From an optimization exercise on the open Yosys and OpenROAD flow, aimed at a short achievable clock period and few clock cycles; shortcuts taken in it are not production practice. Only simulation tests tie the RTL to the original design; equivalence was not proved. Power figures rest on the tool's default switching activity, not on a simulated workload.

// adc_seq
module adc_seq (
    input  wire        clk,
    input  wire        rst,
    input  wire        cmd_valid,
    input  wire [31:0] cmd_word,
    input  wire [31:0] cmd_addr,
    input  wire [31:0] cmd_a,
    input  wire [31:0] cmd_b,
    output wire        ready,
    output wire        rsp_valid,
    output wire [1:0]  rsp_kind,
    output wire [31:0] rsp_data,
    input  wire        rsp_take,
    output wire        busy,
    output wire        fault,
    output wire [2:0]  fault_cause,
    output wire [31:0] fault_info,
    output wire [15:0] pin_oe,
    output wire [15:0] pin_out,
    output wire        conv_start,
    output wire [4:0]  conv_ch,
    output wire        conv_trusted,
    input  wire        conv_done,
    input  wire [11:0] conv_data
);
Size: about 260 I/O pins, ~20000 um2 of cells after synthesis.
export LEC_CHECK = 0
export ABC_CLOCK_PERIOD_IN_PS = 300
export CAP_MARGIN = 20
export CORE_MARGIN = 2
export CORE_UTILIZATION = 45
export SETUP_SLACK_MARGIN = 4.5
export SLEW_MARGIN = 20
export SYNTH_HIERARCHICAL = 1
create_clock -name core_clock -period 6.0 [get_ports {clk}]
standard.sh (not shown) runs the stock make flow with config.mk's settings and CLKGATE_MAP_FILE= SYNTH_SCRIPT=/design/flow/synth_recipe.tcl, a recipe that flattens the netlist after the stock synthesis.
==> flow/flow/run.sh <==
#!/bin/bash
# The standard layout, with the port buffers that ORFS inserts before global
# placement made as sky130_fd_sc_hd__buf_4 rather than the library's smallest
# buffer (a delay cell), which repair_timing then leaves on the input paths.
set -euo pipefail
bash standard.sh finish "BUFFER_PORTS_ARGS=-buffer_cell sky130_fd_sc_hd__buf_4" > make_finish.log 2>&1
The first run completed with no timing, DRC or antenna violations.
Testbench counts at the start, summed over its fixed seeds: cycles 14,043.
Change:
==> flow/run.sh (new file) <==
#!/bin/bash
# synth_recipe.tcl (not shown) runs the flow's synth.tcl, then flattens the netlist and writes it again
# the make line also repeats each setting of config.mk as NAME=value (left out here)
make -C /OpenROAD-flow-scripts/flow DESIGN_CONFIG=/design/flow/config.mk WORK_HOME=/design/flow/orfs CLKGATE_MAP_FILE= SYNTH_SCRIPT=/design/flow/synth_recipe.tcl finish
removed: flow/flow/run.sh
removed: flow/standard.sh
Effect: Via count came out higher by a few percent. Non-clock buffer count came out higher by 63. Clock-buffer cell count came out lower by 5. Sequential share of layout area came out lower by 2.3 points. Wire length came out higher by a little under a tenth. Combinational power came out higher by about a fifth. Synthesized area is unchanged. Setup slack is worse by 0.093 ns. Clock power came out lower slightly.

========
== wip/pepper ==
Another version of the RTL of adc_seq (not shown whole).
For scale: ~1700 cells after synthesis, about 290 flip-flops, about 260 I/O pins, ~0.014 mm² of cells after synthesis.
==> flow/config.mk <==
export PLATFORM = sky130hd
export DESIGN_NAME = adc_seq
export DESIGN_NICKNAME = adc_seq
export VERILOG_FILES = /design/flow/design.v
export SDC_FILE = /design/flow/constraint.sdc
export NUM_CORES = 4
export LEC_CHECK = 0
export ABC_CLOCK_PERIOD_IN_PS = 1500
export CAP_MARGIN = 20
export CORE_MARGIN = 2
export CORE_UTILIZATION = 40
export SETUP_SLACK_MARGIN = 4.0
export SLEW_MARGIN = 20
==> flow/constraint.sdc <==
create_clock -name core_clock -period 6.0 [get_ports {clk}]
set_input_delay 1.2000 -clock core_clock [delete_from_list [all_inputs] [get_ports {clk}]]
set_output_delay 1.2000 -clock core_clock [all_outputs]
set_load 0.01 [all_outputs]
run.sh (not shown) runs the stock make flow with config.mk's settings and CLKGATE_MAP_FILE= SYNTH_SCRIPT=/design/flow/synth_recipe.tcl, a recipe that flattens the netlist after the stock synthesis.
Stock flow here: none of the scripts above is used.
Testbench counts of wip/pepper, summed over its fixed seeds: cycles 13,537.
Input changes introduced in wip/tundra (baseline for comparison: wip/pepper):
# wip/pepper
export LEC_CHECK = 0
export ABC_CLOCK_PERIOD_IN_PS = 1500
export CAP_MARGIN = 20
export CORE_MARGIN = 2
export CORE_UTILIZATION = 40
export SETUP_SLACK_MARGIN = 4.0
export SLEW_MARGIN = 20
create_clock -name core_clock -period 6.0 [get_ports {clk}]
# wip/tundra
export LEC_CHECK = 0
export CAP_MARGIN = 20
export CORE_MARGIN = 2
export CORE_UTILIZATION = 40
export SLEW_MARGIN = 20
create_clock -name core_clock -period 6.0 [get_ports {clk}]
### Flow results
cmd_word[7] as the timing startpoint of the critical path was reported by wip/tundra, and cmd_addr[19] by wip/pepper. Relative to wip/pepper, the multi-input gate area in the final layout of wip/tundra is lower by about 30%. Compared to wip/pepper, the routing of wip/tundra uses less wire. wip/tundra ends up with higher clock network fraction of design power than wip/pepper does. Compared with wip/pepper, in wip/tundra total internal power saw an increase; number of logic stages on the critical path including buffering saw a decrease; hold slack saw an increase; via total after detailed routing saw a decrease; cell leakage power saw a decrease. Cmp wip/tundra and wip/pepper / net switching power / lower: wip/tundra. Switching share of power ends up higher on wip/pepper.
> inputs changed (wip/tundra -> wip/onyx)
# wip/tundra
export LEC_CHECK = 0
export CAP_MARGIN = 20
export CORE_MARGIN = 2
export CORE_UTILIZATION = 40
export SLEW_MARGIN = 20
create_clock -name core_clock -period 6.0 [get_ports {clk}]
# wip/onyx
export LEC_CHECK = 0
export ABC_CLOCK_PERIOD_IN_PS = 2500
export CAP_MARGIN = 20
export CORE_MARGIN = 2
export CORE_UTILIZATION = 40
export SETUP_SLACK_MARGIN = 3.0
export SLEW_MARGIN = 20
create_clock -name core_clock -period 6.0 [get_ports {clk}]
Notes after the runs:
- wip/onyx gives more clock-buffer cell count than wip/tundra did.
- Between wip/onyx and wip/tundra, it is wip/onyx whose total internal power is lower, by about 2.3%.
- For wip/tundra, the worst-path cell with the longest stage delay was clkdlybuf4s50_1, unlike wip/onyx, where it was or4_4.
- The cell count in wip/onyx sits about 11% above the value recorded for wip/tundra.
- Against wip/tundra, wip/onyx reports a critical path depth that is higher.

========
Another version of the RTL of adc_seq (not shown whole).
Size: ~2,200 cells after synthesis, ~260 I/O pins, about 0.021 sq mm of cells after synthesis.
export LEC_CHECK = 0
export ABC_CLOCK_PERIOD_IN_PS = 300
export CAP_MARGIN = 20
export CORE_MARGIN = 2
export CORE_UTILIZATION = 45
export SETUP_SLACK_MARGIN = 4.5
export SLEW_MARGIN = 20
export SYNTH_HIERARCHICAL = 1
create_clock -name core_clock -period 6.0 [get_ports {clk}]
standard.sh (not shown) runs the stock make flow with config.mk's settings and CLKGATE_MAP_FILE= SYNTH_SCRIPT=/design/flow/synth_recipe.tcl, a recipe that flattens the netlist after the stock synthesis.
==> flow/flow/run.sh <==
#!/bin/bash
# The standard layout, with the port buffers that ORFS inserts before global
# placement made as sky130_fd_sc_hd__buf_4 rather than the library's smallest
# buffer (a delay cell), which repair_timing then leaves on the input paths.
set -euo pipefail
bash standard.sh finish "BUFFER_PORTS_ARGS=-buffer_cell sky130_fd_sc_hd__buf_4" > make_finish.log 2>&1
Testbench counts at the start, summed over its fixed seeds: cycles 13,954.
Change:
==> flow/run.sh (new file) <==
#!/bin/bash
# synth_recipe.tcl (not shown) runs the flow's synth.tcl, then flattens the netlist and writes it again
# the make line also repeats each setting of config.mk as NAME=value (left out here)
make -C /OpenROAD-flow-scripts/flow DESIGN_CONFIG=/design/flow/config.mk WORK_HOME=/design/flow/orfs CLKGATE_MAP_FILE= SYNTH_SCRIPT=/design/flow/synth_recipe.tcl finish
removed: flow/flow/run.sh
removed: flow/standard.sh
- The changed run produced a clean layout
- final area decreases by 2.0%
- critical path depth decreases by 1
- final cell count decreases by 1.5%
- combinational power decreases by about 2%

-- port drivers added, routing unchanged --
The results above use ideal ports. As a check the final layouts listed here were re-extracted and re-timed, cells and wires unchanged. Step 1: set_driving_cell puts a clkbuf_16 on clk and a buf_2 on each other input, an assumption about the parent block. Step 2, shift: input delay + t, output delay - t, t = (earliest + latest rising clock arrival at the registers) / 2. This alone moves slack from input paths to output paths. Slacks: no drivers / after step 1 / after step 2; pairs: no drivers / after step 1.
| run | shift t [ns] | slack for setup (ns) | hold WS [ns] | worst setup path after step 2 |
|---|---|---|---|---|
| the first run of note 1 | 0.679 | 3.611 / 3.611 / 3.155 | 0.409 / 0.409 / 0.409 | input to register |
| the second run of note 1 | 0.663 | 3.518 / 3.518 / 3.079 | 0.429 / 0.429 / 0.429 | input to register |
| wip/pepper | 0.574 | 2.385 / 2.397 / 1.823 | 0.458 / 0.458 / 0.458 | input to register |
| wip/tundra | 0.576 | 1.372 / 1.402 / 0.826 | 0.463 / 0.463 / 0.463 | input to register |
| wip/onyx | 0.589 | 2.471 / 2.487 / 1.898 | 0.459 / 0.459 / 0.459 | input to register |
| the first run of note 3 | 0.680 | 3.596 / 3.576 / 2.896 | 0.405 / 0.405 / 0.405 | input to register |
| the second run of note 3 | 0.679 | 3.639 / 3.609 / 2.930 | 0.399 / 0.399 / 0.399 | input to register |
After both steps setup and hold are still met in every run listed. The setup slack of the second run of note 3, which loses most, moves by -0.030 ns with the drivers and by -0.709 ns with both steps.
